Context: an optimization exercise on an open-source flow, tuned for small area, a short achievable clock period and few clock cycles. The choices shown serve that exercise and are no tape-out recipe. Function was checked by simulation only, so behaviour that the tests miss may differ from the original. Power figures rest on the tool's default switching activity, not on a simulated workload.

### flow/run.sh
#!/bin/bash
# synth_recipe.tcl (not shown) runs the flow's synth.tcl, then flattens the netlist and writes it again
# the make line also repeats each setting of config.mk as NAME=value (left out here)
make -C /OpenROAD-flow-scripts/flow DESIGN_CONFIG=/design/flow/config.mk WORK_HOME=/design/flow/orfs CLKGATE_MAP_FILE= SYNTH_SCRIPT=/design/flow/synth_recipe.tcl finish
### flow/constraint.sdc
create_clock -name core_clock -period 9.0 [get_ports {clk}]
set_input_delay 1.8000 -clock core_clock [delete_from_list [all_inputs] [get_ports {clk}]]
set_output_delay 1.8000 -clock core_clock [all_outputs]
set_load 0.01 [all_outputs]
### flow/config.mk
export PLATFORM = sky130hd
export DESIGN_NAME = crc4pc
export DESIGN_NICKNAME = crc4pc
export VERILOG_FILES = /design/flow/design.v
export SDC_FILE = /design/flow/constraint.sdc
export NUM_CORES = 4
export LEC_CHECK = 0
export CAP_MARGIN = 20
export CORE_MARGIN = 2
export CORE_UTILIZATION = 45
export PLACE_DENSITY = 0.6
export SETUP_SLACK_MARGIN = 3.5
export SLEW_MARGIN = 20
### flow/design.v
module crc4pc (
    input  wire        clk,
    input  wire        rst,
    input  wire        req_valid,
    input  wire        req_write,
    input  wire        req_mem,
    input  wire [7:0]  req_addr,
    input  wire [31:0] req_wdata,
    output wire        req_ready,
    output reg         rsp_valid,
    output reg  [31:0] rsp_rdata
);
    localparam [4:0] R_CMD          = 5'd0,
                     R_STATUS       = 5'd1,
                     R_CRC_START    = 5'd2,
                     R_CRC_BITS     = 5'd3,
                     R_CRC_VALUE_LO = 5'd4,
                     R_CRC_VALUE_HI = 5'd5,
                     R_CRC_RESULT   = 5'd6,
                     R_SRC_ADDR     = 5'd7,
                     R_SRC_LEN      = 5'd8,
                     R_NAME_ADDR    = 5'd9,
                     R_NAME_LEN     = 5'd10,
                     R_MSG_ADDR     = 5'd11,
                     R_MSG_LEN      = 5'd12,
                     R_DST_ADDR     = 5'd13,
                     R_HDR          = 5'd14,
                     R_HDR_FIELDS   = 5'd15,
                     R_RES_SIZE     = 5'd16,
                     R_RES_NAME     = 5'd17,
                     R_RES_MSG_ADDR = 5'd18,
                     R_RES_MSG_LEN  = 5'd19,
                     R_MEMSIZE      = 5'd20;
    localparam [3:0] E_OK        = 4'd0,
                     E_EMPTY     = 4'd1,
                     E_NAME_LONG = 4'd2,
                     E_TRUNC_HDR = 4'd3,
                     E_FLAG      = 4'd4,
                     E_LENGTH    = 4'd5,
                     E_TRUNC_PKT = 4'd6,
                     E_CHECKSUM  = 4'd7,
                     E_BITS      = 4'd10,
                     E_ADDR      = 4'd11,
                     E_ILLEGAL   = 4'd12;
    localparam [3:0] S_IDLE  = 4'd0,
                     S_RANGE = 4'd1,    
                     S_HL    = 4'd2,    
                     S_HS    = 4'd3,    
                     S_AN    = 4'd4,    
                     S_AC    = 4'd5,    
                     S_AW    = 4'd6,    
                     S_AH    = 4'd7,    
                     S_DR    = 4'd8,    
                     S_WAIT  = 4'd9;    
    localparam [1:0] X_RANGE = 2'd0,
                     X_DIS   = 2'd1,
                     X_ASM   = 2'd2;
    function [3:0] m1;
        input [3:0] x;
        m1 = ({4{x[0]}} & 4'h7) ^ ({4{x[1]}} & 4'hE) ^
             ({4{x[2]}} & 4'hB) ^ ({4{x[3]}} & 4'h1);
    endfunction
    function [3:0] mp;
        input [3:0] x;
        input [2:0] e;
        case (e)
            3'd1:    mp = m1(x);
            3'd2:    mp = m1(m1(x));
            3'd3:    mp = m1(m1(m1(x)));
            3'd4:    mp = m1(m1(m1(m1(x))));
            3'd5:    mp = m1(m1(m1(m1(m1(x)))));
            3'd6:    mp = m1(m1(m1(m1(m1(m1(x))))));
            default: mp = x;
        endcase
    endfunction
    function [3:0] bw;
        input [7:0] b;
        bw = m1(b[7:4]) ^ b[3:0];
    endfunction
    localparam [767:0] T_MOD7 = 768'h688d63446b1a2358d11ac688d63446b1a2358d11ac688d63446b1a2358d11ac688d63446b1a2358d11ac688d63446b1a2358d11ac688d63446b1a2358d11ac688d63446b1a2358d11ac688d63446b1a2358d11ac688d63446b1a2358d11ac688;
    function [2:0] mod7;
        input [7:0] x;
        mod7 = T_MOD7 >> (3 * x);
    endfunction
    localparam [191:0] T_E2X6 = 192'h159d10ace88567442b3a2159d10ace88567442b3a2159d10;
    function [2:0] e2x6;
        input [5:0] x;
        e2x6 = T_E2X6 >> (3 * x);
    endfunction
    localparam [47:0] T_E_2A = 48'h42b3a2159d10;
    function [2:0] e_2a;
        input [3:0] x;
        e_2a = T_E_2A >> (3 * x);
    endfunction
    localparam [47:0] T_E_M2A = 48'ha14c5d0a62e8;
    function [2:0] e_m2a;
        input [3:0] x;
        e_m2a = T_E_M2A >> (3 * x);
    endfunction
    localparam [47:0] T_E3Q = 48'h621ab310d598;
    function [2:0] e3q;
        input [3:0] x;
        e3q = T_E3Q >> (3 * x);
    endfunction
    localparam [383:0] T_E_NIBS = 384'h000000000000000000000000000000000000000000000002491248006db5b6c9236da491248006db5b6c9236da491248;
    function [2:0] e_nibs;
        input [6:0] x;
        e_nibs = T_E_NIBS >> (3 * x);
    endfunction
    localparam [191:0] T_ADD7T = 192'h1ac688d63446b1a2358d11ac688d63446b1a2358d11ac688;
    function [2:0] add7t;
        input [5:0] x;
        add7t = T_ADD7T >> (3 * x);
    endfunction
    localparam [191:0] T_SUB7T = 192'h053970c0a72eb814e597029c72e0534e5c0a29cb81053970;
    function [2:0] sub7t;
        input [5:0] x;
        sub7t = T_SUB7T >> (3 * x);
    endfunction
    function [2:0] add7;
        input [2:0] a;
        input [2:0] b;
        add7 = add7t({a, b});
    endfunction
    function [2:0] sub7;
        input [2:0] a;
        input [2:0] b;
        sub7 = sub7t({a, b});
    endfunction
    function in_range;
        input [31:0] a;
        input [31:0] n;
        in_range = (n == 32'd0) ||
                   (a[31:9] == 23'd0 && n[31:9] == 23'd0 &&
                    ({1'b0, a[8:0]} + {1'b0, n[8:0]}) <= 10'd256);
    endfunction
    reg [3:0]  status_err;
    reg        status_done;
    reg [3:0]  crc_start;
    reg [6:0]  crc_bits;
    reg [31:0] crc_value_lo;
    reg [31:0] crc_value_hi;
    reg [3:0]  crc_raw;         
    reg [2:0]  crc_exp;
    reg [31:0] src_addr;
    reg [31:0] src_len;
    reg [31:0] name_addr;
    reg [31:0] name_len;
    reg [31:0] msg_addr;
    reg [31:0] msg_len;
    reg [31:0] dst_addr;
    reg [15:0] hdr;
    reg [5:0]  res_size;
    reg [7:0]  res_name_addr;
    reg [7:0]  res_msg_addr;
    reg [4:0]  res_msg_len;
    wire [3:0] crc_result = mp(crc_raw, crc_exp);
    reg        busy;
    reg        bg;        
    reg [3:0]  st;
    reg [7:0]  ptr;       
    reg [3:0]  amt;       
    reg [3:0]  cnt;       
    reg [1:0]  dw;        
    reg        first;     
    reg [4:0]  mlo;       
    reg [4:0]  mhi;
    reg [2:0]  cexp;      
    reg [15:0] hw;        
    reg [2:0]  rfc;       
    reg [3:0]  wq;        
    reg [3:0]  a_n;       
    reg [4:0]  a_k;       
    reg [5:0]  a_size;    
    reg [7:0]  a_na;      
    reg [7:0]  a_dst;     
    reg [8:0]  a_kd0;     
    reg [8:0]  a_end;     
    reg [7:0]  a_dlt;     
    reg        a_desc;    
    reg [3:0]  a_q0;      
    reg [3:0]  a_qe;      
    reg [127:0] stg;      
    reg        xv;        
    reg [1:0]  xk;        
    reg        xfirst;    
    reg        xlast;     
    reg [1:0]  xw;        
    reg [3:0]  xa;        
    reg [15:0] xmask;     
    reg        xcorr;     
    reg [2:0]  xrf;       
    reg [63:0] xt;        
    reg [3:0]  acc;       
    reg [2:0]  rfp;       
    wire [4:0] slot = req_addr[6:2];
    wire conflict = req_mem ||
                    (req_write ? (slot == R_CMD || slot == R_HDR)
                               : (slot == R_CRC_RESULT || slot == R_HDR || slot == R_HDR_FIELDS));
    assign req_ready = !busy || (bg && !conflict);
    wire host_acc = req_valid && req_ready;
    wire host_mwr = req_valid && !busy && req_write && req_mem;
    wire host_rwr = host_acc && req_write && !req_mem;
    reg  [2047:0] memv;                   
    wire [3:0]  ptr_hi1 = ptr[7:4] + 4'd1;
    wire [127:0] bank_out;
    wire [63:0]  rowsel;                  
    genvar gb, gr;
    generate
        for (gb = 0; gb < 16; gb = gb + 1) begin : g_bank
            wire [127:0] col;
            for (gr = 0; gr < 16; gr = gr + 1) begin : g_row
                assign col[8*gr +: 8] = memv[8*(16*gr + gb) +: 8];
            end
            assign rowsel[4*gb +: 4] = !busy ? req_addr[7:4] :
                                       ((gb < ptr[3:0]) ? ptr_hi1 : ptr[7:4]);
            assign bank_out[8*gb +: 8] = col[8*rowsel[4*gb +: 4] +: 8];
        end
    endgenerate
    wire [3:0]  c_asm = mp(acc, cexp);
    wire [7:0]  h0_asm = {a_k[0], a_n, 3'b101};
    wire        hdr_src = (st == S_AH) || (st == S_HS);
    wire        wr_st   = hdr_src || (st == S_AW);
    wire [7:0]  w_b0 = (st == S_HS) ? hdr[7:0]  : h0_asm;
    wire [7:0]  w_b1 = (st == S_HS) ? hdr[15:8] : {c_asm, a_k[4:1]};
    wire [127:0] rot_in = hdr_src ? {112'd0, w_b1, w_b0} :
                          (st == S_AW) ? stg : bank_out;
    wire [3:0]  ramt = !busy ? req_addr[3:0] : (wr_st ? amt : ptr[3:0]);
    wire [255:0] rot_dbl = {rot_in, rot_in} >> {ramt, 3'b000};
    wire [127:0] lane = rot_dbl[127:0];
    function [15:0] lanes;
        input [4:0] lo;
        input [4:0] hi;
        reg [31:0] th_hi;
        reg [31:0] th_lo;
        begin
            th_hi = {16'd0, 16'hFFFF} << hi;
            th_lo = {16'd0, 16'hFFFF} << lo;
            lanes = th_lo[15:0] & ~th_hi[15:0];
        end
    endfunction
    function [15:0] to_banks;
        input [15:0] m;
        input [3:0]  a;
        reg [31:0] d;
        begin
            d = {m, m} << a;
            to_banks = d[31:16];
        end
    endfunction
    wire [15:0] mlin = lanes(mlo, mhi);
    wire [15:0] mrot = to_banks(mlin, ptr[3:0]);
    wire        wact = (st == S_AC) || wr_st;
    wire [15:0] bvalid;
    wire [63:0] wrow;
    generate
        for (gb = 0; gb < 16; gb = gb + 1) begin : g_bv
            assign bvalid[gb] = !busy ? (host_mwr && req_addr[3:0] == gb) :
                                (wact && ((st == S_AC) ? mlin[gb] : mrot[gb]));
            assign wrow[4*gb +: 4] = (st == S_AC) ? wq : rowsel[4*gb +: 4];
        end
    endgenerate
    integer x;
    always @(posedge clk) begin
        for (x = 0; x < 256; x = x + 1) begin
            if (bvalid[x % 16] && wrow[4*(x % 16) +: 4] == (x / 16))
                memv[8*x +: 8] <= busy ? lane[8*(x % 16) +: 8] : req_wdata[7:0];
        end
    end
    integer y;
    always @(posedge clk) begin
        for (y = 0; y < 16; y = y + 1) begin
            if (st == S_AN && mrot[y])
                stg[8*y +: 8] <= bank_out[8*y +: 8];
        end
    end
    wire [63:0] tb;
    generate
        for (gb = 0; gb < 16; gb = gb + 1) begin : g_term
            assign tb[4*gb +: 4] = mp(bw(bank_out[8*gb +: 8]), (3 + 28 - 2*gb) % 7);
        end
    endgenerate
    wire [3:0]  dw_n   = hw[6:3];
    wire [4:0]  dw_m   = {hw[11:8], hw[7]};
    wire [5:0]  dw_sz  = 6'd2 + {2'd0, dw_n} + {1'b0, dw_m};
    wire [5:0]  dw_szm1 = dw_sz - 6'd1;
    wire [3:0]  dw_err = (hw[2:0] != 3'b101) ? E_FLAG :
                         (dw_n == 4'd0 || dw_m == 5'd0) ? E_LENGTH :
                         (src_len[31:6] == 26'd0 && src_len[5:0] < dw_sz) ? E_TRUNC_PKT : E_OK;
    reg         dcor;      
    reg  [3:0]  derr_r;    
    reg  [3:0]  dtgt;      
    wire        dk1    = (dw_sz[5:4] == 2'd0) || (dw_sz == 6'd16);    
    wire [5:0]  dw_rem = dw_sz - {dw, 4'd0};
    wire [4:0]  dw_hi  = (dw_rem[5:4] != 2'd0) ? 5'd16 : {1'b0, dw_rem[3:0]};
    wire        dw_last = (dw_szm1[5:4] == dw);
    wire [15:0] dmask  = to_banks(dcor ? lanes({1'b0, dw_sz[4:0]}, 5'd16) : lanes(5'd0, dw_hi), ptr[3:0]);
    wire [63:0] thi;
    wire [63:0] tlo;
    generate
        for (gb = 0; gb < 16; gb = gb + 1) begin : g_sum
            wire blo = (gb < xa);
            assign thi[4*gb +: 4] = (xmask[gb] && !blo) ? xt[4*gb +: 4] : 4'd0;
            assign tlo[4*gb +: 4] = (xmask[gb] &&  blo) ? xt[4*gb +: 4] : 4'd0;
        end
    endgenerate
    wire [3:0] shi = thi[3:0]   ^ thi[7:4]   ^ thi[11:8]  ^ thi[15:12] ^
                     thi[19:16] ^ thi[23:20] ^ thi[27:24] ^ thi[31:28] ^
                     thi[35:32] ^ thi[39:36] ^ thi[43:40] ^ thi[47:44] ^
                     thi[51:48] ^ thi[55:52] ^ thi[59:56] ^ thi[63:60];
    wire [3:0] slo = tlo[3:0]   ^ tlo[7:4]   ^ tlo[11:8]  ^ tlo[15:12] ^
                     tlo[19:16] ^ tlo[23:20] ^ tlo[27:24] ^ tlo[31:28] ^
                     tlo[35:32] ^ tlo[39:36] ^ tlo[43:40] ^ tlo[47:44] ^
                     tlo[51:48] ^ tlo[55:52] ^ tlo[59:56] ^ tlo[63:60];
    wire [3:0] usum = shi ^ mp(slo, 3'd3);
    wire [2:0]  dw_2s  = e_2a(src_addr[3:0]);
    wire [2:0]  dw_2sz = add7(add7(3'd4, e2x6({2'd0, dw_n})), e2x6({1'b0, dw_m}));
    wire [3:0]  dw_x   = mp(hw[15:12], sub7(3'd0, add7(dw_2sz, dw_2s))) ^
                         mp(hw[15:12], sub7(3'd5, dw_2s));
    wire [2:0]  dw_e4k = (dw_szm1[5:4] == 2'd0) ? 3'd4 : (dw_szm1[5:4] == 2'd1) ? 3'd1 : 3'd5;
    wire [3:0]  dw_tgt = mp(dw_x, dw_e4k);
    wire [2:0] e_step  = (xk == X_RANGE) ? (xfirst ? sub7(3'd4, e_2a(xa)) : 3'd4) :
                         (xk == X_DIS) ? (xcorr ? 3'd0 : 3'd4) : sub7(rfp, xrf);
    wire [3:0] acc_src = (xk == X_DIS && xw == 2'd0) ? 4'd0 : acc;
    wire [3:0] acc_n   = mp(acc_src, e_step) ^ usum;
    wire [63:0] crc_value = {crc_value_hi, crc_value_lo};
    wire [63:0] vmask;
    wire [63:0] vterm;
    generate
        for (gb = 0; gb < 64; gb = gb + 1) begin : g_vm
            assign vmask[gb] = (crc_bits > gb);
        end
        for (gb = 0; gb < 16; gb = gb + 1) begin : g_vt
            assign vterm[4*gb +: 4] = mp(crc_value[4*gb +: 4] & vmask[4*gb +: 4], (gb + 1) % 7);
        end
    endgenerate
    wire [3:0] crcv = mp(crc_start, e_nibs(crc_bits)) ^
                      vterm[3:0]   ^ vterm[7:4]   ^ vterm[11:8]  ^ vterm[15:12] ^
                      vterm[19:16] ^ vterm[23:20] ^ vterm[27:24] ^ vterm[31:28] ^
                      vterm[35:32] ^ vterm[39:36] ^ vterm[43:40] ^ vterm[47:44] ^
                      vterm[51:48] ^ vterm[55:52] ^ vterm[59:56] ^ vterm[63:60];
    wire [3:0] hdr_ck = mp(bw(hdr[7:0]), 3'd3) ^ m1(hdr[11:8]);
    reg        hz_src_a, hz_src_l, hz_name_a, hz_name_l, hz_msg_a, hz_dst_a;   
    reg        z_src_l, z_name_l, z_msg_l;     
    reg        lt2_src_l;                      
    reg        big_name_l;                     
    reg        big_msg_l;                      
    reg [4:0]  r_asm_k;                        
    reg [5:0]  r_asm_size;                     
    wire [4:0] w_k   = (req_wdata[31:5] != 27'd0) ? 5'd31 : req_wdata[4:0];
    wire       w_hz  = (req_wdata[31:9] == 23'd0);
    wire       w_z   = (req_wdata == 32'd0);
    always @(posedge clk) begin
        if (rst) begin
            hz_src_a   <= 1'b1;
            hz_src_l   <= 1'b1;
            hz_name_a  <= 1'b1;
            hz_name_l  <= 1'b1;
            hz_msg_a   <= 1'b1;
            hz_dst_a   <= 1'b1;
            z_src_l    <= 1'b1;
            z_name_l   <= 1'b1;
            z_msg_l    <= 1'b1;
            lt2_src_l  <= 1'b1;
            big_name_l <= 1'b0;
            big_msg_l  <= 1'b0;
            r_asm_k    <= 5'd0;
            r_asm_size <= 6'd2;
        end else if (host_rwr) begin
            case (slot)
                R_SRC_ADDR:  hz_src_a  <= w_hz;
                R_SRC_LEN: begin
                    hz_src_l  <= w_hz;
                    z_src_l   <= w_z;
                    lt2_src_l <= (req_wdata[31:1] == 31'd0);
                end
                R_NAME_ADDR: hz_name_a <= w_hz;
                R_NAME_LEN: begin
                    hz_name_l  <= w_hz;
                    z_name_l   <= w_z;
                    big_name_l <= (req_wdata[31:4] != 28'd0);
                    r_asm_size <= 6'd2 + {2'd0, req_wdata[3:0]} + {1'b0, r_asm_k};
                end
                R_MSG_ADDR:  hz_msg_a  <= w_hz;
                R_MSG_LEN: begin
                    z_msg_l   <= w_z;
                    big_msg_l <= (req_wdata[31:5] != 27'd0);
                    r_asm_k   <= w_k;
                    r_asm_size <= 6'd2 + {2'd0, name_len[3:0]} + {1'b0, w_k};
                end
                R_DST_ADDR:  hz_dst_a  <= w_hz;
                default: ;
            endcase
        end
    end
    function in_range9;
        input [8:0] a;
        input [8:0] n;
        input       hz;        
        in_range9 = hz && ({1'b0, a} + {1'b0, n}) <= 10'd256;
    endfunction
    wire [4:0] asm_k    = r_asm_k;
    wire [5:0] asm_size = r_asm_size;
    wire [7:0] asm_h0   = {asm_k[0], name_len[3:0], 3'b101};
    wire [3:0] asm_hck  = mp(bw(asm_h0), 3'd3) ^ m1(asm_k[4:1]);
    wire [8:0] asm_kd0  = {1'b0, dst_addr[7:0]} + 9'd2 + {5'd0, name_len[3:0]};
    wire [8:0] asm_end  = {1'b0, dst_addr[7:0]} + {3'd0, asm_size};
    wire [8:0] asm_last = asm_end - 9'd1;
    wire       asm_desc = {1'b0, msg_addr[7:0]} < asm_kd0;
    wire [3:0] rng_pad = 4'd0 - src_len[3:0];
    wire [8:0] rng_lm1 = src_len[8:0] - 9'd1;
    function [4:0] clamp16;
        input [8:0] x;
        input [3:0] q;
        reg [9:0] v;
        begin
            v = {1'b0, x} - {2'd0, q, 4'd0};
            clamp16 = v[9] ? 5'd0 : (v[8:4] != 5'd0) ? 5'd16 : {1'b0, v[3:0]};
        end
    endfunction
    wire [3:0] wq_nx = a_desc ? wq - 4'd1 : wq + 4'd1;
    wire [2:0]  rf_name = sub7(e_2a(a_na[3:0]), 3'd4);
    wire [2:0]  rfc0 = add7(add7(e2x6({3'd0, mod7(a_dst)}), e3q(a_q0)),
                            e_2a(a_dlt[3:0]));
    wire        f_rng_src = z_src_l || in_range9(src_addr[8:0], src_len[8:0], hz_src_a && hz_src_l);
    wire        f_rng_hs  = in_range9(dst_addr[8:0], 9'd2, hz_dst_a);
    wire        f_rng_asm = in_range9(name_addr[8:0], name_len[8:0], hz_name_a && hz_name_l) &&
                            in_range9(msg_addr[8:0], {4'd0, asm_k}, hz_msg_a) &&
                            in_range9(dst_addr[8:0], {3'd0, asm_size}, hz_dst_a);
    wire        f_src0    = z_src_l;
    wire        f_srclt2  = lt2_src_l;
    wire        f_n0      = z_name_l;
    wire        f_nbig    = big_name_l;
    wire        f_m0      = z_msg_l;
    wire        f_mbig    = big_msg_l;
    wire [3:0]  rng_acc0 = mp(crc_start, e_m2a(rng_pad));
    wire [4:0]  q0_lo    = clamp16(a_kd0, a_q0);
    wire [4:0]  q0_hi    = clamp16(a_end, a_q0);
    wire [4:0]  qn_lo    = clamp16(a_kd0, wq_nx);
    wire [4:0]  qn_hi    = clamp16(a_end, wq_nx);
    wire [2:0]  cexp_nx  = add7(e2x6(a_size), add7(rfc, 3'd3));
    wire [2:0]  rfc_nx   = add7(rfc, a_desc ? 3'd4 : 3'd3);
    wire [2:0]  xa_2a    = e_2a(xa);
    reg [31:0] reg_rd;
    always @(*) begin
        case (slot)
            R_STATUS:       reg_rd = {27'd0, status_done, status_err};
            R_CRC_START:    reg_rd = {28'd0, crc_start};
            R_CRC_BITS:     reg_rd = {25'd0, crc_bits};
            R_CRC_VALUE_LO: reg_rd = crc_value_lo;
            R_CRC_VALUE_HI: reg_rd = crc_value_hi;
            R_CRC_RESULT:   reg_rd = {28'd0, crc_result};
            R_SRC_ADDR:     reg_rd = src_addr;
            R_SRC_LEN:      reg_rd = src_len;
            R_NAME_ADDR:    reg_rd = name_addr;
            R_NAME_LEN:     reg_rd = name_len;
            R_MSG_ADDR:     reg_rd = msg_addr;
            R_MSG_LEN:      reg_rd = msg_len;
            R_DST_ADDR:     reg_rd = dst_addr;
            R_HDR:          reg_rd = {16'd0, hdr};
            R_HDR_FIELDS:   reg_rd = {4'd0, hdr[15:12], 3'd0, hdr[11:7], 4'd0, hdr[6:3], 5'd0, hdr[2:0]};
            R_RES_SIZE:     reg_rd = {26'd0, res_size};
            R_RES_NAME:     reg_rd = {24'd0, res_name_addr};
            R_RES_MSG_ADDR: reg_rd = {24'd0, res_msg_addr};
            R_RES_MSG_LEN:  reg_rd = {27'd0, res_msg_len};
            R_MEMSIZE:      reg_rd = 32'd256;
            default:        reg_rd = 32'd0;
        endcase
    end
    always @(posedge clk) begin
        if (rst)
            rsp_valid <= 1'b0;
        else
            rsp_valid <= host_acc && !req_write;
        if (host_acc && !req_write)
            rsp_rdata <= req_mem ? {24'd0, lane[7:0]} : reg_rd;
    end
    always @(posedge clk) begin
        xt <= tb;
        if (rst) begin
            busy          <= 1'b0;
            bg            <= 1'b0;
            st            <= S_IDLE;
            xv            <= 1'b0;
            status_err    <= E_OK;
            status_done   <= 1'b0;
            crc_start     <= 4'd0;
            crc_bits      <= 7'd0;
            crc_value_lo  <= 32'd0;
            crc_value_hi  <= 32'd0;
            crc_raw       <= 4'd0;
            crc_exp       <= 3'd0;
            src_addr      <= 32'd0;
            src_len       <= 32'd0;
            name_addr     <= 32'd0;
            name_len      <= 32'd0;
            msg_addr      <= 32'd0;
            msg_len       <= 32'd0;
            dst_addr      <= 32'd0;
            hdr           <= 16'd0;
            res_size      <= 6'd0;
            res_name_addr <= 8'd0;
            res_msg_addr  <= 8'd0;
            res_msg_len   <= 5'd0;
        end else begin
            if (!busy) begin
                a_n    <= name_len[3:0];
                a_k    <= asm_k;
                a_size <= asm_size;
                a_na   <= name_addr[7:0];
                a_dst  <= dst_addr[7:0];
                a_kd0  <= asm_kd0;
                a_end  <= asm_end;
                a_dlt  <= msg_addr[7:0] - asm_kd0[7:0];
                a_desc <= asm_desc;
                a_q0   <= asm_desc ? asm_last[7:4] : asm_kd0[7:4];
                a_qe   <= asm_desc ? asm_kd0[7:4] : asm_last[7:4];
            end
            if (host_rwr) begin
                case (slot)
                    R_CMD: begin
                        status_done <= 1'b1;
                        status_err  <= E_OK;
                        case (req_wdata[3:0])
                            4'h0: ;
                            4'h1: begin
                                if (crc_bits > 7'd64) begin
                                    status_err <= E_BITS;
                                end else begin
                                    crc_raw <= crcv;
                                    crc_exp <= 3'd0;
                                end
                            end
                            4'h2: begin
                                if (!f_rng_src) begin
                                    status_err <= E_ADDR;
                                end else if (f_src0) begin
                                    crc_raw <= crc_start;
                                    crc_exp <= 3'd0;
                                end else begin
                                    busy  <= 1'b1;
                                    st    <= S_RANGE;
                                    ptr   <= src_addr[7:0] - {4'd0, rng_pad};
                                    mlo   <= {1'b0, rng_pad};
                                    mhi   <= 5'd16;
                                    first <= 1'b1;
                                    cnt   <= rng_lm1[7:4];
                                    acc   <= rng_acc0;
                                end
                            end
                            4'h3: begin
                                if (f_n0 || f_nbig || f_m0 || f_mbig)
                                    status_err <= E_LENGTH;
                                else
                                    hdr <= {4'd0, msg_len[4:0], name_len[3:0], 3'b101};
                            end
                            4'h4: hdr <= {crc_result, hdr[11:0]};
                            4'h5: begin
                                crc_raw <= hdr_ck;
                                crc_exp <= 3'd0;
                            end
                            4'h6: begin
                                if (!f_rng_src) begin
                                    status_err <= E_ADDR;
                                end else if (f_srclt2) begin
                                    status_err <= E_TRUNC_HDR;
                                end else begin
                                    busy <= 1'b1;
                                    st   <= S_HL;
                                    ptr  <= src_addr[7:0];
                                end
                            end
                            4'h7: begin
                                if (!f_rng_hs) begin
                                    status_err <= E_ADDR;
                                end else begin
                                    busy <= 1'b1;
                                    st   <= S_HS;
                                    ptr  <= dst_addr[7:0];
                                    amt  <= 4'd0 - dst_addr[3:0];
                                    mlo  <= 5'd0;
                                    mhi  <= 5'd2;
                                end
                            end
                            4'h8: begin
                                if (f_n0) begin
                                    status_err <= E_EMPTY;
                                end else if (f_nbig) begin
                                    status_err <= E_NAME_LONG;
                                end else if (f_m0) begin
                                    status_err <= E_EMPTY;
                                end else if (!f_rng_asm) begin
                                    status_err <= E_ADDR;
                                end else begin
                                    res_size      <= asm_size;
                                    res_name_addr <= dst_addr[7:0] + 8'd2;
                                    res_msg_addr  <= asm_kd0[7:0];
                                    res_msg_len   <= asm_k;
                                    busy   <= 1'b1;
                                    bg     <= 1'b1;
                                    st     <= S_AN;
                                    ptr    <= name_addr[7:0];
                                    mlo    <= 5'd0;
                                    mhi    <= {1'b0, name_len[3:0]};
                                    acc    <= asm_hck;
                                    rfp    <= 3'd0;
                                end
                            end
                            4'h9: begin
                                if (!f_rng_src) begin
                                    status_err <= E_ADDR;
                                end else if (f_srclt2) begin
                                    status_err <= E_TRUNC_HDR;
                                end else begin
                                    busy <= 1'b1;
                                    st   <= S_DR;
                                    ptr  <= src_addr[7:0];
                                    dw   <= 2'd0;
                                    dcor <= 1'b0;
                                end
                            end
                            default: status_err <= E_ILLEGAL;
                        endcase
                    end
                    R_CRC_START:    crc_start    <= req_wdata[3:0];
                    R_CRC_BITS:     crc_bits     <= req_wdata[6:0];
                    R_CRC_VALUE_LO: crc_value_lo <= req_wdata;
                    R_CRC_VALUE_HI: crc_value_hi <= req_wdata;
                    R_SRC_ADDR:     src_addr     <= req_wdata;
                    R_SRC_LEN:      src_len      <= req_wdata;
                    R_NAME_ADDR:    name_addr    <= req_wdata;
                    R_NAME_LEN:     name_len     <= req_wdata;
                    R_MSG_ADDR:     msg_addr     <= req_wdata;
                    R_MSG_LEN:      msg_len      <= req_wdata;
                    R_DST_ADDR:     dst_addr     <= req_wdata;
                    R_HDR:          hdr          <= req_wdata[15:0];
                    default: ;
                endcase
            end
            xv     <= 1'b0;
            xa     <= ptr[3:0];
            xmask  <= mrot;
            xcorr  <= 1'b0;
            xfirst <= first;
            xlast  <= (cnt == 4'd0);
            xw     <= dw;
            xrf    <= (st == S_AN) ? rf_name : rfc;
            if (busy) begin
                case (st)
                    S_RANGE: begin
                        xv    <= 1'b1;
                        xk    <= X_RANGE;
                        ptr   <= ptr + 8'd16;
                        cnt   <= cnt - 4'd1;
                        first <= 1'b0;
                        mlo   <= 5'd0;
                        if (cnt == 4'd0)
                            st <= S_WAIT;
                    end
                    S_HL: begin
                        hdr         <= {lane[15:8], lane[7:0]};
                        status_err  <= E_OK;
                        status_done <= 1'b1;
                        busy        <= 1'b0;
                        st          <= S_IDLE;
                    end
                    S_HS: begin
                        status_err  <= E_OK;
                        status_done <= 1'b1;
                        busy        <= 1'b0;
                        st          <= S_IDLE;
                    end
                    S_AN: begin
                        xv   <= 1'b1;
                        xk   <= X_ASM;
                        st   <= S_AC;
                        wq   <= a_q0;
                        ptr  <= {a_q0, 4'd0} + a_dlt;
                        rfc  <= rfc0;
                        mlo  <= q0_lo;
                        mhi  <= q0_hi;
                    end
                    S_AC: begin
                        xv <= 1'b1;
                        xk <= X_ASM;
                        if (wq == a_qe) begin
                            st   <= S_AW;
                            ptr  <= a_dst + 8'd2;
                            amt  <= a_na[3:0] - a_dst[3:0] - 4'd2;
                            mlo  <= 5'd0;
                            mhi  <= {1'b0, a_n};
                            cexp <= cexp_nx;
                        end else begin
                            wq  <= wq_nx;
                            ptr <= a_desc ? ptr - 8'd16 : ptr + 8'd16;
                            rfc <= rfc_nx;
                            mlo <= qn_lo;
                            mhi <= qn_hi;
                        end
                    end
                    S_AW: begin
                        st  <= S_AH;
                        ptr <= a_dst;
                        amt <= 4'd0 - a_dst[3:0];
                        mhi <= 5'd2;
                    end
                    S_AH: begin
                        hdr     <= {c_asm, a_k[4:1], a_k[0], a_n, 3'b101};
                        crc_raw <= c_asm;
                        crc_exp <= 3'd0;
                        busy    <= 1'b0;
                        bg      <= 1'b0;
                        st      <= S_IDLE;
                    end
                    S_DR: begin
                        xk  <= X_DIS;
                        ptr <= ptr + 8'd16;
                        dw  <= dw + 2'd1;
                        if (dw == 2'd0) begin
                            hw    <= {lane[15:8], lane[7:0]};
                            xv    <= 1'b1;
                            xmask <= 16'hFFFF;
                            xlast <= 1'b0;
                        end else if (dw == 2'd1 && dk1) begin
                            dcor <= 1'b1;
                            ptr  <= src_addr[7:0];
                        end else begin
                            xv    <= 1'b1;
                            xmask <= dmask;
                            xcorr <= dcor;
                            xlast <= dcor || dw_last;
                            if (dcor || dw_last)
                                st <= S_WAIT;
                        end
                    end
                    default: ;
                endcase
            end
            if (xv) begin
                acc <= acc_n;
                if (xk == X_ASM)
                    rfp <= xrf;
                if (xk == X_RANGE && xlast) begin
                    crc_raw     <= acc_n;
                    crc_exp     <= xa_2a;
                    status_err  <= E_OK;
                    status_done <= 1'b1;
                    busy        <= 1'b0;
                    st          <= S_IDLE;
                    xv          <= 1'b0;
                end
                if (xk == X_DIS && xw == 2'd0) begin
                    derr_r <= dw_err;
                    dtgt   <= dw_tgt;
                end
                if (xk == X_DIS && xlast) begin
                    status_done <= 1'b1;
                    busy        <= 1'b0;
                    st          <= S_IDLE;
                    xv          <= 1'b0;
                    if (derr_r != E_OK) begin
                        status_err <= derr_r;
                    end else begin
                        if (acc_n != dtgt) begin
                            status_err <= E_CHECKSUM;
                        end else begin
                            status_err    <= E_OK;
                            hdr           <= hw;
                            crc_raw       <= hw[15:12];
                            crc_exp       <= 3'd0;
                            res_size      <= dw_sz;
                            res_name_addr <= src_addr[7:0] + 8'd2;
                            res_msg_addr  <= src_addr[7:0] + 8'd2 + {4'd0, dw_n};
                            res_msg_len   <= dw_m;
                        end
                    end
                end
            end
        end
    end
endmodule
==> reports/qor.yml, run 1 <==
placed_cell_area_um2: 149000
syn_area_per_cell_um2: 12.0
ys_seq_area_frac: 0.568
cts_tree: "done"
fmax_mhz: 168
start_kind: "flip-flop"
min_to: "xfirst"
antenna_found_initial: 28
routedWlPerCell_um: 31.2
yosysTopAreaCell: "edfxtp_1"
htreeDepth: 5
clock-root-buffer: "clkbuf_16"
cts_hold_buf: 0
fp.dieH_um: 564
cts_made_buffers: 312
insertion_delay_ps: 970
critical_path.max_fanout: 12
drive_gt1_frac: 0.195
worst_pin_slew_ps: 1250
vias: 104741
synth_nets: 12057
drt-pass1-iter-count: 10
syn_area_um2: 141000
drc_errors: 0
whs_path_depth: 0
dieArea_um2: 318000
maxCapViolCount: 0
grt_max_degree: 201
synth_cells: 11788
critical_path.slowest_cell: "edfxtp_1"
cts_sinks: 2819
die_w_um: 564
drtIter0Drc: 14794
synth.distinct_cells: 108
power_leakage_uw: 0.0556
hpwl_mm: 357
hold_violations: 0
largest_registers: "memv (2048), stg (128), xt (64)"
hp-class: "reg2reg"
yosys_most_used_dff: "edfxtp_1"
grt_usage: 0.315
cp-end-kind: "flip-flop"
first_global_vias: 99461
final_cell_area_um2: 164000
io_pins: 79
slew_headroom: 0.157
min_period_ps: 5950
setup_viol: 0
reg2reg_depth: 12
synth_top_area_frac: 0.504
gp_congestion: 1.02
grt_pass1_wl_mm: 724
grt_remaining_overflow: 0
top_register: "memv"
nFillCells: 26137
holdWs_ps: 451
routed_wl_mm: 515
worst_ir_drop_vdd_v: 0.000271
async_reset_ff_frac: 0
tns_ps: 0
critPathArrivalTime_ps: 6590
reg2reg_from: "hw[5]"
final-max-slew-violation-count: 0
p_per_area_nw_per_um2: 193
worstReg2RegEnd: "xmask[4]"
rows: 205
cp.required_ps: 9640
cts_buffer_depth: 4
yosys_warnings: 1
worstSetupPathType: "reg2reg"
finClkSkew_ps: 67.7
ys_seq_elements: 2819
status: "timing/DRC/antenna clean"
crit_chain: "ha_1 -> fa_1 -> xor2_2 -> clkinvlp_4 -> nand3b_1 -> nand2_1 -> nand3_1 -> nand2_1 -> a211oi_1 -> a21oi_1 -> nor2_1 -> a21oi_1"
rsz0062_at_grt: "true"
initial_core_util: 0.452
antenna_left: 0
area_growth_syn_to_layout_pct: 16.1
vias_per_cell: 6.35
clkTransAtPathRegs_ps: 60
fin_crit_sh: 0.661
synth-edff-count: 2370
cpPeakStageDelay_ps: 780
port_buffers: 78
synth_area_leaders: "edfxtp_1, mux4_2, dfxtp_1"
rrSetupSlack_ps: 3050
hp-start: "first"
core_um2: 312000
nNetsFinal: 12366
largest_register_ffs: 2048
==> how the worst max path moves through the flow <==
stage	startpoint	endpoint	slack [ps]
2_1_floorplan	req_addr[5]	memv[1105]	3400
3_3_place_gp	req_addr[4]	memv[135]	200
3_5_place_dp	req_addr[4]	memv[7]	580
4_1_cts	hw[7]	dtgt[1]	3150
5_1_grt	hw[7]	dtgt[1]	2910
6_report	hw[5]	xmask[4]	3050
==> worst max-delay path: cells and delay by family (launching register included) <==
| family | cells | cell delay, ps |
|---|---|---|
| adder cells (fa/ha/maj) | 2 | 880 |
| AND/OR/NAND/NOR | 5 | 2040 |
| XOR/XNOR | 1 | 620 |
| flip-flops | 1 | 780 |
| buffers and inverters | 1 | 630 |
| AO/OA/AOI/OAI | 3 | 640 |
==> routing by layer <==
| metal | track usage | routed length [um] | up-vias |
|---|---|---|---|
| met3 | 0.0686 | 52400 | 1237 |
| li1 | - | - | 44963 |
| met1 | 0.415 | 199000 | 52416 |
| met5 | 0 | 91 | - |
| met4 | 0.168 | 31500 | 14 |
| met2 | 0.489 | 232000 | 6111 |
==> per-stage QoR <==
stage	util	total power, uW	setup slack, ps	instances
detailed placement	0.476	18600	579	15649
global route	0.525	32400	2910	16485
CTS	0.521	31400	3150	16422
global placement	0.476	18500	200	15647
floorplan	-	16900	3400	11788
finish	0.525	31600	3050	16502
==> synth_stat cells (195+ instances only) <==
cell type  number
a211oi_1      195
a21oi_1      1032
clkbuf_1      642
dfxtp_1       449
edfxtp_1     2370
ha_1          210
inv_1         225
mux2i_1       571
mux4_2        526
nand2_1      1664
nor2_1        842
o21ai_0       554
xnor2_1       376
==> timing repair <==
action / CTS / global route
resized for setup: 425 / 177
setup buffers: 197 / 54
setup endpoints to repair: 2786 / 2311
cloned: 19 / 2
pin swaps: 77 / 38
==> cell type report <==
class / count / area [um^2] / share of cell area
inverter: 232 / 892 / 0.00544
tap: 4140 / 5180 / 0.0316
multi-input combinational: 7938 / 60400 / 0.368
clock buffer: 400 / 8310 / 0.0507
timing repair buffer: 794 / 7240 / 0.0442
clock inverter: 157 / 1710 / 0.0104
antenna: 22 / 55.1 / 0.000336
sequential: 2819 / 80200 / 0.489
==> logic make-up (layout without fill, tap and decap cells) <==
| kind of cell | Yosys count | in the layout | synth area share |
|---|---|---|---|
| AOI/OAI and AO/OA | 2657 | 2670 | 0.117 |
| xor gates and xnor gates | 536 | 536 | 0.0335 |
| adders and majority gates | 227 | 227 | 0.0208 |
| buffers and inverters | 1049 | 1583 | 0.0287 |
| DFF | 2819 | 2819 | 0.568 |
| muxes | 1194 | 1195 | 0.132 |
| other | 0 | 22 | 0 |
| and+or+nand+nor | 3306 | 3310 | 0.101 |
==> where the power goes <==
| part | total [uW] | internal [uW] | leakage, uW | switching [uW] |
|---|---|---|---|---|
| Combinational | 4470 | 1570 | 0.0256 | 2900 |
| Clock | 12700 | 7230 | 0.00487 | 5430 |
| Sequential | 14500 | 14300 | 0.0251 | 178 |
| Total | 31600 | 23100 | 0.0556 | 8510 |
==> placed cells by master, fill, tap and decap left out, types with 56 or more instances in the layout <==
cell type,synthesis,routed
a211oi_1,195,174
a21oi_2,7,109
dfxtp_1,449,444
clkbuf_16,0,318
ha_1,210,201
xnor2_1,376,368
clkbuf_1,642,76
nor2b_1,145,140
a21oi_4,0,70
mux2i_1,571,533
mux2_2,92,91
buf_4,2,605
and2_1,63,60
a222oi_1,67,67
clkdlybuf4s50_1,0,67
buf_12,0,71
nor2_1,842,760
xor2_1,157,153
nor2_2,0,65
nand3_1,126,122
mux4_2,526,526
o211ai_1,66,66
a22oi_1,106,106
o21ai_0,554,430
nand2b_1,63,62
nor3_1,140,120
a21oi_1,1032,867
a31oi_1,112,91
o21ai_1,11,96
o22ai_1,61,56
edfxtp_1,2370,2370
inv_1,225,214
nand2_1,1664,1648
Testbench counts, summed over its fixed seeds: cycles 10,205.
==> inputs of run 2 (changes only) <==
--- a/flow/config.mk
+++ b/flow/config.mk
@@ -6,8 +6,8 @@
 export NUM_CORES = 4
 export LEC_CHECK = 0
-export CAP_MARGIN = 20
+export CAP_MARGIN = 10
 export CORE_MARGIN = 2
 export CORE_UTILIZATION = 45
 export PLACE_DENSITY = 0.6
-export SETUP_SLACK_MARGIN = 3.5
-export SLEW_MARGIN = 20
+export SETUP_SLACK_MARGIN = 3.0
+export SLEW_MARGIN = 10
==> reports/qor.yml, run 2 <==
maxCapViolCount: 0
crit_cells: 8
antenna_left: 0
routed_wl_mm: 523
syn_area_um2: 141000
clock-root-buffer: "clkbuf_16"
vias: 104491
die_w_um: 564
final_cell_mix: "edfxtp_1, nand2_1, a21oi_1, nor2_1, buf_4"
drive_gt1_frac: 0.180
synth.distinct_cells: 108
syn_area_per_cell_um2: 12.0
power_leakage_uw: 0.0552
worstSetupPathType: "reg2reg"
synth_area_leaders: "edfxtp_1, mux4_2, dfxtp_1"
final-max-slew-violation-count: 0
largest_registers: "memv (2048), stg (128), xt (64)"
drtIter0Drc: 14395
synth_cells: 11788
synth.most_common_cell: "edfxtp_1"
top_register: "memv"
cp-startpoint: "st[2]"
p_per_area_nw_per_um2: 194
synth_top_area_frac: 0.504
finClkSkew_ps: 81.7
largest_register_ffs: 2048
cp-end-kind: "flip-flop"
hold_violations: 0
slew_headroom: 0.123
synth_nets: 12057
yosys_warnings: 1
cpMostUsedCell: "nor2_1"
cts_tree: "done"
gp_congestion: 1.02
final_common_cell: "edfxtp_1"
async_reset_ff_frac: 0
drt-pass1-iter-count: 9
cts_buffer_depth: 4
htreeDepth: 5
io_pins: 79
antenna_found_initial: 40
grt_usage: 0.320
critical_path.max_fanout: 60
yosysTopAreaCell: "edfxtp_1"
fp.dieH_um: 564
tns_ps: 0
grt_max_degree: 104
ys_seq_elements: 2819
cp_num_buf_inv: 1
critPathArrivalTime_ps: 6650
dieArea_um2: 318000
vias_per_cell: 6.33
insertion_delay_ps: 970
start_kind: "flip-flop"
yosys_most_used_dff: "edfxtp_1"
status: "timing/DRC/antenna clean"
reg2reg_depth: 8
initial_core_util: 0.452
hp-class: "reg2reg"
cp.required_ps: 9540
cts_sinks: 2819
fin_crit_sh: 0.679
core_um2: 312000
port_buffers: 78
hpwl_mm: 365
area_growth_syn_to_layout_pct: 15.0
nNetsFinal: 12352
rsz0062_at_grt: "true"
worst_pin_slew_ps: 1320
reg2reg_from: "st[2]"
critical_path.slowest_cell: "nor2_1"
synthTopCellsByCount: "edfxtp_1, nand2_1, a21oi_1, nor2_1, clkbuf_1"
ys_seq_area_frac: 0.568
synth-edff-count: 2370
cts_made_buffers: 310
holdWs_ps: 454
drc_errors: 0
critPathTopFamily: "simple AND/OR/NAND/NOR gates"
crit_chain: "nand2b_1 -> nor2_1 -> and2_4 -> buf_4 -> a21oi_1 -> o22ai_1 -> o21ai_0 -> nor2_1"
hp-start: "msg_len[20]"
grt_pass1_wl_mm: 730
cpPeakStageDelay_ps: 1050
fmax_mhz: 164
first_global_vias: 99289
nFillCells: 26286
min_period_ps: 6110
rows: 205
whs_path_depth: 2
grt_remaining_overflow: 0
worst_ir_drop_vdd_v: 0.000351
setup_viol: 0
clkTransAtPathRegs_ps: 60
routedWlPerCell_um: 31.7
## run 2: power by group
part / switching (uW) / internal, uW
logic: 2810 / 1450
clock network: 5510 / 7180
registers: 200 / 14300
total: 8520 / 22900
## run 2: worst register-to-register path, cell delays in order (launching register included)
cell and delay [ps]:
dfxtp_1 630, nand2b_1 410, nor2_1 860, and2_4 370
buf_4 660, a21oi_1 220, o22ai_1 1050, o21ai_0 500
nor2_1 1050
## run 2: path summary, 6_finish.rpt
check,slack (ps),to
worst max-delay path,2890,memv[1552]
worst min-delay path,450,msg_len[20]
worst max register to register,2890,memv[1552]
worst min register to register,450,msg_len[20]
## run 2: cell type report
cell class	instances	area (um^2)	area share
Inverter	232	893	0.00550
Antenna cell	27	67.6	0.000416
Tap cell	4140	5180	0.0319
Multi-Input combinational cell	7938	59400	0.366
Sequential cell	2819	80200	0.494
Clock inverter	181	1800	0.0111
Timing Repair Buffer	782	6700	0.0413
Clock buffer	383	8240	0.0507
## run 2: what timing repair did
action                     4_1_cts  5_1_grt
gates cloned                    15        3
resized for setup              157      160
hold buffers                     0        0
setup buffers                  130       64
setup endpoints to repair     2151     1173
pin swaps                       31       49
## run 2: per-stage QoR
step | total power (uW) | setup slack [ps] | cells | utilization | cell area, um^2
after floorplan | 16900 | 3010 | 11788 | - | 141000
after global placement | 18600 | 712 | 15698 | 0.477 | 149000
after detailed placement | 18600 | 558 | 15699 | 0.477 | 149000
after CTS | 31300 | 2980 | 16408 | 0.516 | 161000
after global routing | 32200 | 2690 | 16478 | 0.520 | 162000
final | 31500 | 2890 | 16502 | 0.520 | 162000
## run 2: routing by layer
metal | up-vias | track usage | share of wire | routed length, um
met5 | - | 0 | 0.00030 | 159
met4 | 22 | 0.175 | 0.063 | 33100
met3 | 1356 | 0.0696 | 0.096 | 50400
met2 | 5611 | 0.496 | 0.45 | 236000
met1 | 52585 | 0.420 | 0.39 | 204000
li1 | 44917 | - | - | -
## run 2: cell families after synthesis
group / Yosys count / synth area share
AOI/OAI and AO/OA: 2657 / 0.117
xor gates and xnor gates: 536 / 0.0335
adders and majority gates: 227 / 0.0208
buffers and inverters: 1049 / 0.0287
DFF: 2819 / 0.568
muxes: 1194 / 0.132
and+or+nand+nor: 3306 / 0.101
==> inputs of run 3 (changes only) <==
--- a/flow/config.mk
+++ b/flow/config.mk
@@ -8,6 +8,6 @@
 export CAP_MARGIN = 10
 export CORE_MARGIN = 2
-export CORE_UTILIZATION = 45
-export PLACE_DENSITY = 0.6
-export SETUP_SLACK_MARGIN = 3.0
+export CORE_UTILIZATION = 50
+export PLACE_DENSITY = 0.7
+export SETUP_SLACK_MARGIN = 3.5
 export SLEW_MARGIN = 10
==> reports/qor.yml, run 3 <==
gp_congestion: 1.03
port_buffers: 78
cp_num_buf_inv: 4
final-max-slew-violation-count: 0
vias: 106183
syn_area_per_cell_um2: 12.0
drive_gt1_frac: 0.200
power_leakage_uw: 0.0558
rsz0062_at_grt: "true"
worst_ir_drop_vdd_v: 0.000252
grt_remaining_overflow: 0
largest_register_ffs: 2048
reg2reg_depth: 24
yosysTopAreaCell: "edfxtp_1"
hold_violations: 0
clkTransAtPathRegs_ps: 60
worstReg2RegEnd: "dtgt[3]"
io_pins: 79
reg2reg_from: "hw[7]"
register_area_um2: 80200
fin_crit_sh: 0.659
p_per_area_nw_per_um2: 191
cts_sinks: 2819
cts_made_buffers: 301
antenna_found_initial: 26
synth.most_common_cell: "edfxtp_1"
hp-class: "reg2reg"
cts_tree: "done"
tns_ps: 0
grt_usage: 0.345
fp.dieH_um: 535
top_register: "memv"
yosys_warnings: 1
htreeDepth: 5
synthTopCellsByCount: "edfxtp_1, nand2_1, a21oi_1, nor2_1, clkbuf_1"
clock-root-buffer: "clkbuf_16"
drtIter0Drc: 15500
largest_registers: "memv (2048), stg (128), xt (64)"
start_kind: "flip-flop"
nFillCells: 21852
worstSetupPathType: "reg2reg"
routedWlPerCell_um: 31.6
async_reset_ff_frac: 0
status: "timing/DRC/antenna clean"
maxCapViolCount: 0
critPathTopFamily: "simple AND/OR/NAND/NOR gates"
dieArea_um2: 287000
synth_top_area_frac: 0.504
routed_wl_mm: 510
core_um2: 282000
synth_cells: 11788
setup_viol: 0
finClkSkew_ps: 92.2
synth-edff-count: 2370
grt_pass1_wl_mm: 717
synth_area_leaders: "edfxtp_1, mux4_2, dfxtp_1"
crit_cells: 24
fmax_mhz: 169
cts_buffer_depth: 4
initial_core_util: 0.502
drt-pass1-iter-count: 7
multi_input_area_um2: 60700
final_common_cell: "edfxtp_1"
worst_pin_slew_ps: 1350
synth_nets: 12057
vias_per_cell: 6.58
crit_chain: "buf_12 -> buf_8 -> ha_1 -> mux2_2 -> mux2i_2 -> or2_4 -> inv_1 -> ha_1 -> or3_1 -> a211oi_4 -> a211oi_4 -> buf_4 -> o31a_2 -> and3_1 -> o21a_1 -> or4_4 -> and2_4 -> o31ai_4 -> nor3_4 -> or4_4 -> nand4_4 -> xor2_2 -> o22ai_1 -> o22ai_1"
die_w_um: 535
ys_seq_elements: 2819
critical_path.slowest_cell: "or4_4"
slew_headroom: 0.0979
drc_errors: 0
rows: 195
first_global_vias: 100323
cpPeakStageDelay_ps: 540
rrSetupSlack_ps: 3070
syn_area_um2: 141000
grt_max_degree: 162
critical_path.max_fanout: 7
ys_seq_area_frac: 0.568
endpoint: "dtgt[3]"
yosys_most_used_dff: "edfxtp_1"
hpwl_mm: 350
critPathArrivalTime_ps: 6640
post-route-util: 0.583
area_growth_syn_to_layout_pct: 16.3
synth.distinct_cells: 108
cp-end-kind: "flip-flop"
final_cell_mix: "edfxtp_1, nand2_1, a21oi_1, nor2_1, buf_4"
antenna_left: 0
total_power_uw: 31400
insertion_delay_ps: 970
cp.required_ps: 9710
min_period_ps: 5930
nNetsFinal: 12402
cp-startpoint: "hw[7]"
[run 3: cell type report]
type / count / share of cell area
well taps: 3743 / 0.0285
flip-flops and latches: 2819 / 0.488
inverters: 232 / 0.00556
clock inverters: 176 / 0.0115
multi-input cells: 7938 / 0.370
repair buffers: 841 / 0.0478
diodes: 21 / 0.000320
clock buffers: 369 / 0.0484
[run 3: cells by family after synthesis]
family / after synthesis / share of synthesized area
compound gates: 2657 / 0.117
fa+ha+maj: 227 / 0.0208
mux: 1194 / 0.132
flops: 2819 / 0.568
xor+xnor: 536 / 0.0335
simple gates: 3306 / 0.101
buf+inv: 1049 / 0.0287
[run 3: where the power goes]
part	switching [uW]	total (uW)	leakage [uW]	internal, uW
Clock	5440	12400	0.00477	7000
Combinational	2840	4430	0.0260	1590
Sequential	198	14500	0.0251	14300
[run 3: per-layer routing]
metal | vias up | part of all wire | track usage | wire (um)
met1 | 52730 | 0.37 | 0.451 | 188000
li1 | 44956 | - | - | -
met2 | 6968 | 0.45 | 0.527 | 228000
met4 | 12 | 0.072 | 0.205 | 36600
met3 | 1517 | 0.11 | 0.0782 | 57600
met5 | - | 0.00036 | 0.00533 | 182
[run 3: worst min path at each step]
stage                             start  cells after the start  slack [ps]             to
after detailed placement   dst_addr[11]                      2         450   dst_addr[11]
after global placement     msg_addr[21]                      2         440   msg_addr[21]
after floorplan             dst_addr[6]                      0         410       a_dst[6]
after CTS                 name_addr[15]                      2         450  name_addr[15]
final                      name_len[11]                      2         460   name_len[11]
after global routing       dst_addr[10]                      2         470   dst_addr[10]
[run 3: worst min-delay path, delay by kind of cell, from the launching register on]
kind            cells  cell delay, ps
flops               1             310
simple gates        1              50
compound gates      1              50
[run 3: metrics by stage]
step / setup WS, ps / instances / area, um^2 / hold WS [ps]
finish: 3070 / 16139 / 164000 / 455
global route: 2880 / 16121 / 164000 / 469
detailed placement: 877 / 15204 / 148000 / 446
global placement: 1090 / 15204 / 148000 / 440
CTS: 3190 / 16007 / 162000 / 454
floorplan: 3400 / 11788 / 142000 / 406
[run 3: what timing repair did]
item	4_1_cts	5_1_grt
setup buffers	239	102
hold buffers	0	0
pin swaps	109	75
gates cloned	19	7
resized for setup	468	216
setup endpoints to repair	2202	1911
==> inputs of run 4 (changes only) <==
--- a/flow/design.v
+++ b/flow/design.v
@@ -189,7 +189,8 @@
     reg [3:0]  xa;        
     reg [15:0] xmask;     
-    reg        xcorr;     
     reg [2:0]  xrf;       
     reg [63:0] xt;        
+    reg [63:0] xtp;       
+    reg        xcorr;     
     reg [3:0]  acc;       
     reg [2:0]  rfp;       
@@ -288,12 +289,16 @@
                          (dw_n == 4'd0 || dw_m == 5'd0) ? E_LENGTH :
                          (src_len[31:6] == 26'd0 && src_len[5:0] < dw_sz) ? E_TRUNC_PKT : E_OK;
-    reg         dcor;      
     reg  [3:0]  derr_r;    
-    reg  [3:0]  dtgt;      
     wire        dk1    = (dw_sz[5:4] == 2'd0) || (dw_sz == 6'd16);    
-    wire [5:0]  dw_rem = dw_sz - {dw, 4'd0};
-    wire [4:0]  dw_hi  = (dw_rem[5:4] != 2'd0) ? 5'd16 : {1'b0, dw_rem[3:0]};
     wire        dw_last = (dw_szm1[5:4] == dw);
-    wire [15:0] dmask  = to_banks(dcor ? lanes({1'b0, dw_sz[4:0]}, 5'd16) : lanes(5'd0, dw_hi), ptr[3:0]);
+    wire        dcor = (dw == 2'd1) && dk1;
+    wire [15:0] dmask;
+    genvar gd;
+    generate
+        for (gd = 0; gd < 16; gd = gd + 1) begin : g_dm
+            wire [3:0] jb = gd[3:0] - ptr[3:0];
+            assign dmask[gd] = dcor ? ({2'd0, jb} >= dw_sz) : ({dw, jb} < dw_sz);
+        end
+    endgenerate
     wire [63:0] thi;
     wire [63:0] tlo;
@@ -301,6 +306,7 @@
         for (gb = 0; gb < 16; gb = gb + 1) begin : g_sum
             wire blo = (gb < xa);
-            assign thi[4*gb +: 4] = (xmask[gb] && !blo) ? xt[4*gb +: 4] : 4'd0;
-            assign tlo[4*gb +: 4] = (xmask[gb] &&  blo) ? xt[4*gb +: 4] : 4'd0;
+            wire [3:0] t = xcorr ? xtp[4*gb +: 4] : xt[4*gb +: 4];
+            assign thi[4*gb +: 4] = (xmask[gb] && !blo) ? t : 4'd0;
+            assign tlo[4*gb +: 4] = (xmask[gb] &&  blo) ? t : 4'd0;
         end
     endgenerate
@@ -316,8 +322,9 @@
     wire [2:0]  dw_2s  = e_2a(src_addr[3:0]);
     wire [2:0]  dw_2sz = add7(add7(3'd4, e2x6({2'd0, dw_n})), e2x6({1'b0, dw_m}));
-    wire [3:0]  dw_x   = mp(hw[15:12], sub7(3'd0, add7(dw_2sz, dw_2s))) ^
-                         mp(hw[15:12], sub7(3'd5, dw_2s));
     wire [2:0]  dw_e4k = (dw_szm1[5:4] == 2'd0) ? 3'd4 : (dw_szm1[5:4] == 2'd1) ? 3'd1 : 3'd5;
-    wire [3:0]  dw_tgt = mp(dw_x, dw_e4k);
+    wire [2:0]  dw_g1  = sub7(3'd0, add7(dw_2sz, dw_2s));
+    wire [2:0]  dw_g2  = sub7(3'd5, dw_2s);
+    reg  [2:0]  dg1, dg2, de4k;
+    wire [3:0]  dtgt_w = mp(mp(hw[15:12], dg1) ^ mp(hw[15:12], dg2), de4k);
     wire [2:0] e_step  = (xk == X_RANGE) ? (xfirst ? sub7(3'd4, e_2a(xa)) : 3'd4) :
                          (xk == X_DIS) ? (xcorr ? 3'd0 : 3'd4) : sub7(rfp, xrf);
@@ -477,5 +484,6 @@
     end
     always @(posedge clk) begin
-        xt <= tb;
+        xt  <= tb;
+        xtp <= xt;
         if (rst) begin
             busy          <= 1'b0;
@@ -617,5 +625,4 @@
                                     ptr  <= src_addr[7:0];
                                     dw   <= 2'd0;
-                                    dcor <= 1'b0;
                                 end
                             end
@@ -722,7 +729,4 @@
                             xmask <= 16'hFFFF;
                             xlast <= 1'b0;
-                        end else if (dw == 2'd1 && dk1) begin
-                            dcor <= 1'b1;
-                            ptr  <= src_addr[7:0];
                         end else begin
                             xv    <= 1'b1;
@@ -752,5 +756,7 @@
                 if (xk == X_DIS && xw == 2'd0) begin
                     derr_r <= dw_err;
-                    dtgt   <= dw_tgt;
+                    dg1    <= dw_g1;
+                    dg2    <= dw_g2;
+                    de4k   <= dw_e4k;
                 end
                 if (xk == X_DIS && xlast) begin
@@ -762,5 +768,5 @@
                         status_err <= derr_r;
                     end else begin
-                        if (acc_n != dtgt) begin
+                        if (acc_n != dtgt_w) begin
                             status_err <= E_CHECKSUM;
                         end else begin
--- a/flow/config.mk
+++ b/flow/config.mk
@@ -6,8 +6,8 @@
 export NUM_CORES = 4
 export LEC_CHECK = 0
-export CAP_MARGIN = 10
+export CAP_MARGIN = 20
 export CORE_MARGIN = 2
-export CORE_UTILIZATION = 50
-export PLACE_DENSITY = 0.7
+export CORE_UTILIZATION = 45
+export PLACE_DENSITY = 0.6
 export SETUP_SLACK_MARGIN = 3.5
-export SLEW_MARGIN = 10
+export SLEW_MARGIN = 20
==> reports/qor.yml, run 4 <==
status: "timing/DRC/antenna clean"
drc_errors: 0
drive_gt1_frac: 0.184
syn_area_per_cell_um2: 11.8
tns_ps: 0
finClkSkew_ps: 66.9
initial_core_util: 0.452
cp-end-kind: "flip-flop"
p_per_area_nw_per_um2: 196
ys_seq_elements: 2886
register_area_um2: 81500
top_register: "memv"
synthSimpleGateAreaFrac: 0.104
routed_wl_mm: 584
ys_seq_area_frac: 0.556
synthMuxAreaShare: 0.123
synth.distinct_cells: 107
cts_buffer_depth: 4
placed_cell_area_um2: 154000
first_global_vias: 106204
io_pins: 79
grt_remaining_overflow: 0
yosys_most_used_dff: "edfxtp_1"
final_cell_mix: "edfxtp_1, nand2_1, mux2i_1, a21oi_1, nor2_1"
synth-edff-count: 2373
hpwl_mm: 404
nNetsFinal: 13017
vias: 113896
synth_area_leaders: "edfxtp_1, dfxtp_1, mux2i_1"
dieArea_um2: 330000
gp_congestion: 1.03
clkTransAtPathRegs_ps: 60
final-max-slew-violation-count: 0
fmax_mhz: 178
synth.most_common_cell: "edfxtp_1"
slew_headroom: 0.139
critical_path.max_fanout: 28
synth_top_area_frac: 0.486
min_period_ps: 5620
rsz0062_at_grt: "true"
htreeDepth: 5
syn_area_um2: 147000
area_growth_syn_to_layout_pct: 16.0
nFillCells: 27410
critPathArrivalTime_ps: 6170
grt_max_degree: 130
final_common_cell: "edfxtp_1"
setup_viol: 0
synthTopCellsByCount: "edfxtp_1, nand2_1, nor2_1, a21oi_1, mux2i_1"
vias_per_cell: 6.57
worstSetupPathType: "reg2reg"
maxCapViolCount: 0
fp.dieH_um: 575
largest_register_ffs: 2048
yosys_warnings: 1
cts_sinks: 2886
synth-compound-area-share: 0.131
start_kind: "flip-flop"
antenna_found_initial: 47
insertion_delay_ps: 980
async_reset_ff_frac: 0
cts_tree: "done"
synth_cells: 12468
multi_input_area_um2: 64400
antenna_left: 0
power_leakage_uw: 0.0588
die_w_um: 575
routedWlPerCell_um: 33.7
synthAdderAreaFrac: 0.0235
worst_ir_drop_vdd_v: 0.000316
grt_usage: 0.342
cts_made_buffers: 317
cp.required_ps: 9550
rows: 209
drtIter0Drc: 16858
clock-root-buffer: "clkbuf_16"
hp-class: "reg2reg"
drt-pass1-iter-count: 7
worst_pin_slew_ps: 1280
final_cell_area_um2: 170000
hold_violations: 0
port_buffers: 78
largest_registers: "memv (2048), stg (128)"
grt_pass1_wl_mm: 809
synth_nets: 12779
core_um2: 324000
synth_top_family_by_area: "compound AO/OA/AOI/OAI gates"
cts_hold_buf: 0
fin_crit_sh: 0.624
synth-xor-area-share: 0.0327
yosysTopAreaCell: "edfxtp_1"
-- run 4: what timing repair did --
| action | 4_1_cts | 5_1_grt |
|---|---|---|
| cloned | 16 | 5 |
| pin swaps | 57 | 29 |
| setup endpoints to repair | 2861 | 2622 |
| gates resized for setup | 432 | 196 |
| hold endpoints to repair | 0 | 0 |
| setup buffers | 156 | 57 |
-- run 4: path summary, 6_finish.rpt --
path	depth (start not counted)	endpoint	slack, ps	startpoint
max	7	memv[1067]	3380	busy
min	0	xtp[37]	340	xt[37]
max reg2reg	7	memv[1067]	3380	busy
min reg2reg	0	xtp[37]	340	xt[37]
-- run 4: critical path: stages, from the launching register on --
cell     delay, ps
dfxtp_4        730
buf_4          650
inv_2          340
nor2_1         500
nand2_1        580
o22ai_1        830
o21ai_0        450
nor2_1        1040
-- run 4: cells by family (layout without fill, tap and decap cells) --
| logic type | Yosys count | after routing |
|---|---|---|
| AO/OA/AOI/OAI | 2931 | 2942 |
| XOR/XNOR | 515 | 515 |
| adder cells (fa/ha/maj) | 268 | 268 |
| buffers and inverters | 1146 | 1625 |
| flip-flops | 2886 | 2886 |
| multiplexers | 1324 | 1325 |
| other | 0 | 46 |
| AND/OR/NAND/NOR | 3398 | 3401 |
-- run 4: per-layer routing --
layer	part of all wire	track usage	vias up
met5	0.000067	0	-
met4	0.068	0.193	6
met3	0.11	0.0725	1580
met2	0.43	0.514	7343
met1	0.39	0.459	57094
li1	-	-	47873
-- run 4: metrics by stage --
stage	power, uW	utilization	hold slack, ps	setup slack, ps	std cells
2_1_floorplan	17700	-	327	3210	12468
3_3_place_gp	19500	0.476	337	1040	16465
3_5_place_dp	19600	0.476	340	987	16471
4_1_cts	33000	0.519	351	3350	17218
5_1_grt	34000	0.525	361	3430	17295
6_report	33400	0.525	343	3380	17333
-- run 4: area by class of cell --
type / instances / area share
diodes: 46 / 0.000676
clock buffers: 395 / 0.0496
clock inverters: 180 / 0.0117
inverters: 268 / 0.00598
multi-input cells: 8451 / 0.379
flip-flops and latches: 2886 / 0.479
well taps: 4325 / 0.0318
repair buffers: 782 / 0.0425
-- run 4: report_power, final --
part / internal [uW] / leakage [uW] / switching (uW)
logic: 1930 / 0.0280 / 3240
registers: 14700 / 0.0256 / 198
clock network: 7590 / 0.00510 / 5670
total: 24200 / 0.0588 / 9110
Testbench counts of run 4, summed over its fixed seeds: cycles 10,183.
==> inputs of run 5 (changes only) <==
--- a/flow/config.mk
+++ b/flow/config.mk
@@ -6,8 +6,8 @@
 export NUM_CORES = 4
 export LEC_CHECK = 0
-export CAP_MARGIN = 20
+export CAP_MARGIN = 10
 export CORE_MARGIN = 2
-export CORE_UTILIZATION = 45
-export PLACE_DENSITY = 0.6
+export CORE_UTILIZATION = 50
+export PLACE_DENSITY = 0.7
 export SETUP_SLACK_MARGIN = 3.5
-export SLEW_MARGIN = 20
+export SLEW_MARGIN = 10
==> reports/qor.yml, run 5 <==
status: "timing/DRC/antenna clean"
rsz0062_at_grt: "true"
first_global_vias: 108220
drc_errors: 0
cts_buffer_depth: 4
synth_area_leaders: "edfxtp_1, dfxtp_1, mux2i_1"
hold_violations: 0
antenna_left: 0
finClkSkew_ps: 86.0
core_um2: 291000
cts_sinks: 2886
synthTopCellsByCount: "edfxtp_1, nand2_1, nor2_1, a21oi_1, mux2i_1"
drive_gt1_frac: 0.180
post-route-util: 0.581
htreeDepth: 5
clock-root-buffer: "clkbuf_16"
die_w_um: 546
synth.distinct_cells: 107
synth-edff-count: 2373
port_buffers: 78
synth.most_common_cell: "edfxtp_1"
grt_max_degree: 172
rows: 198
largest_register_ffs: 2048
hpwl_mm: 404
worst_ir_drop_vdd_v: 0.000223
io_pins: 79
routedWlPerCell_um: 34.7
top_register: "memv"
yosysTopAreaCell: "edfxtp_1"
yosys_most_used_dff: "edfxtp_1"
maxCapViolCount: 0
critical_path.max_fanout: 11
yosys_warnings: 1
grt_usage: 0.381
worstSetupPathType: "in2reg"
drt-pass1-iter-count: 9
slew_headroom: 0.135
synth_cells: 12468
ys_seq_area_frac: 0.556
min_period_ps: 5670
final_common_cell: "edfxtp_1"
critPathArrivalTime_ps: 6200
initial_core_util: 0.503
syn_area_um2: 147000
setup_viol: 0
p_per_area_nw_per_um2: 194
cts_made_buffers: 310
worst_pin_slew_ps: 1290
cts_tree: "done"
fmax_mhz: 176
dieArea_um2: 298000
cp-end-kind: "flip-flop"
tns_ps: 0
grt_pass1_wl_mm: 815
area_growth_syn_to_layout_pct: 15.4
vias: 115269
synth_top_area_frac: 0.486
power_leakage_uw: 0.0586
grt_remaining_overflow: 0
cp.required_ps: 9530
syn_area_per_cell_um2: 11.8
final-max-slew-violation-count: 0
final_cell_mix: "edfxtp_1, nand2_1, nor2_1, a21oi_1, mux2i_1"
insertion_delay_ps: 970
nNetsFinal: 13048
routed_wl_mm: 588
antenna_found_initial: 50
cts_hold_buf: 0
ys_seq_elements: 2886
fin_crit_sh: 0.630
async_reset_ff_frac: 0
start_kind: "input port"
vias_per_cell: 6.81
largest_registers: "memv (2048), stg (128)"
drtIter0Drc: 18365
synth_nets: 12779
fp.dieH_um: 546
gp_congestion: 1.03
clkTransAtPathRegs_ps: 70
hp-class: "reg2reg"
run 5: area by class of cell:
type,count,area (um^2)
Clock inverter,172,1930
Timing Repair Buffer,819,7430
Multi-Input combinational cell,8452,64100
Sequential cell,2886,81500
Fill cell,23115,122000
Clock buffer,386,8290
Antenna cell,53,133
Inverter,268,1020
Tap cell,3900,4880
run 5: through the flow:
stage,worst slack [ps],cell area [um^2],power [uW],std cells,hold slack (ps)
after floorplan,3210,147000,17700,12468,327
after global placement,947,154000,19500,16083,333
after detailed placement,903,154000,19600,16084,337
after CTS,3370,167000,32500,16800,323
after global routing,3370,169000,33600,16886,321
final,3330,169000,32900,16936,332
run 5: path summary, 6_finish.rpt:
kind / from / end / slack, ps / cells past startpoint
setup reg to reg: ptr[5] / memv[1256] / 3420 / 19
hold / removal: xt[21] / xtp[21] / 330 / 0
setup / recovery: req_mem / memv[562] / 3330 / 9
hold reg to reg: xt[21] / xtp[21] / 330 / 0
run 5: repair_timing:
| item | in CTS | in global routing |
|---|---|---|
| pin swaps | 39 | 29 |
| setup endpoints to repair | 2594 | 2214 |
| hold endpoints to repair | 0 | 0 |
| setup buffers | 139 | 78 |
| resized for setup | 384 | 203 |
| cloned | 19 | 4 |
run 5: worst max-delay path, stage by stage:
cell and delay (ps):
clkdlybuf4s50_1 460, buf_4 290, inv_1 220, or3_1 610, nor2_1 220, nand2_1 230
o22ai_1 900, o21ai_0 540, nor2_1 890
run 5: where the power goes:
group          total [uW]  leakage [uW]  internal [uW]  switching (uW)
Clock               13000       0.00495           7300            5670
Combinational        5020        0.0281           1850            3170
Sequential          14900        0.0256          14700             189
Total               32900        0.0586          23900            9030
run 5: kinds of logic (layout without fill, tap and decap cells):
kind of cell	count (synthesis)	count (layout)	share of synthesized area
other	0	53	0
xor gates and xnor gates	515	515	0.0327
AOI/OAI and AO/OA	2931	2945	0.131
adders and majority gates	268	268	0.0235
and+or+nand+nor	3398	3399	0.104
muxes	1324	1325	0.123
DFF	2886	2886	0.556
buffers and inverters	1146	1645	0.0305
run 5: metal layers:
| layer | wire, um | global-route usage | vias to the layer above | share of wire |
|---|---|---|---|---|
| met5 | 122 | 0 | - | 0.00021 |
| met2 | 258000 | 0.573 | 8358 | 0.44 |
| li1 | - | - | 47899 | - |
| met3 | 67900 | 0.0901 | 1963 | 0.12 |
| met1 | 217000 | 0.500 | 57031 | 0.37 |
| met4 | 44500 | 0.237 | 18 | 0.076 |

Re-timed with assumed drivers on the ports (clkbuf_16 on the clock, buf_2 on other inputs), run 5 has 3.410 ns of setup slack against 3.331 ns with ideal ports, and 2.380 ns once port delays also move by the mid clock arrival of 1.030 ns.
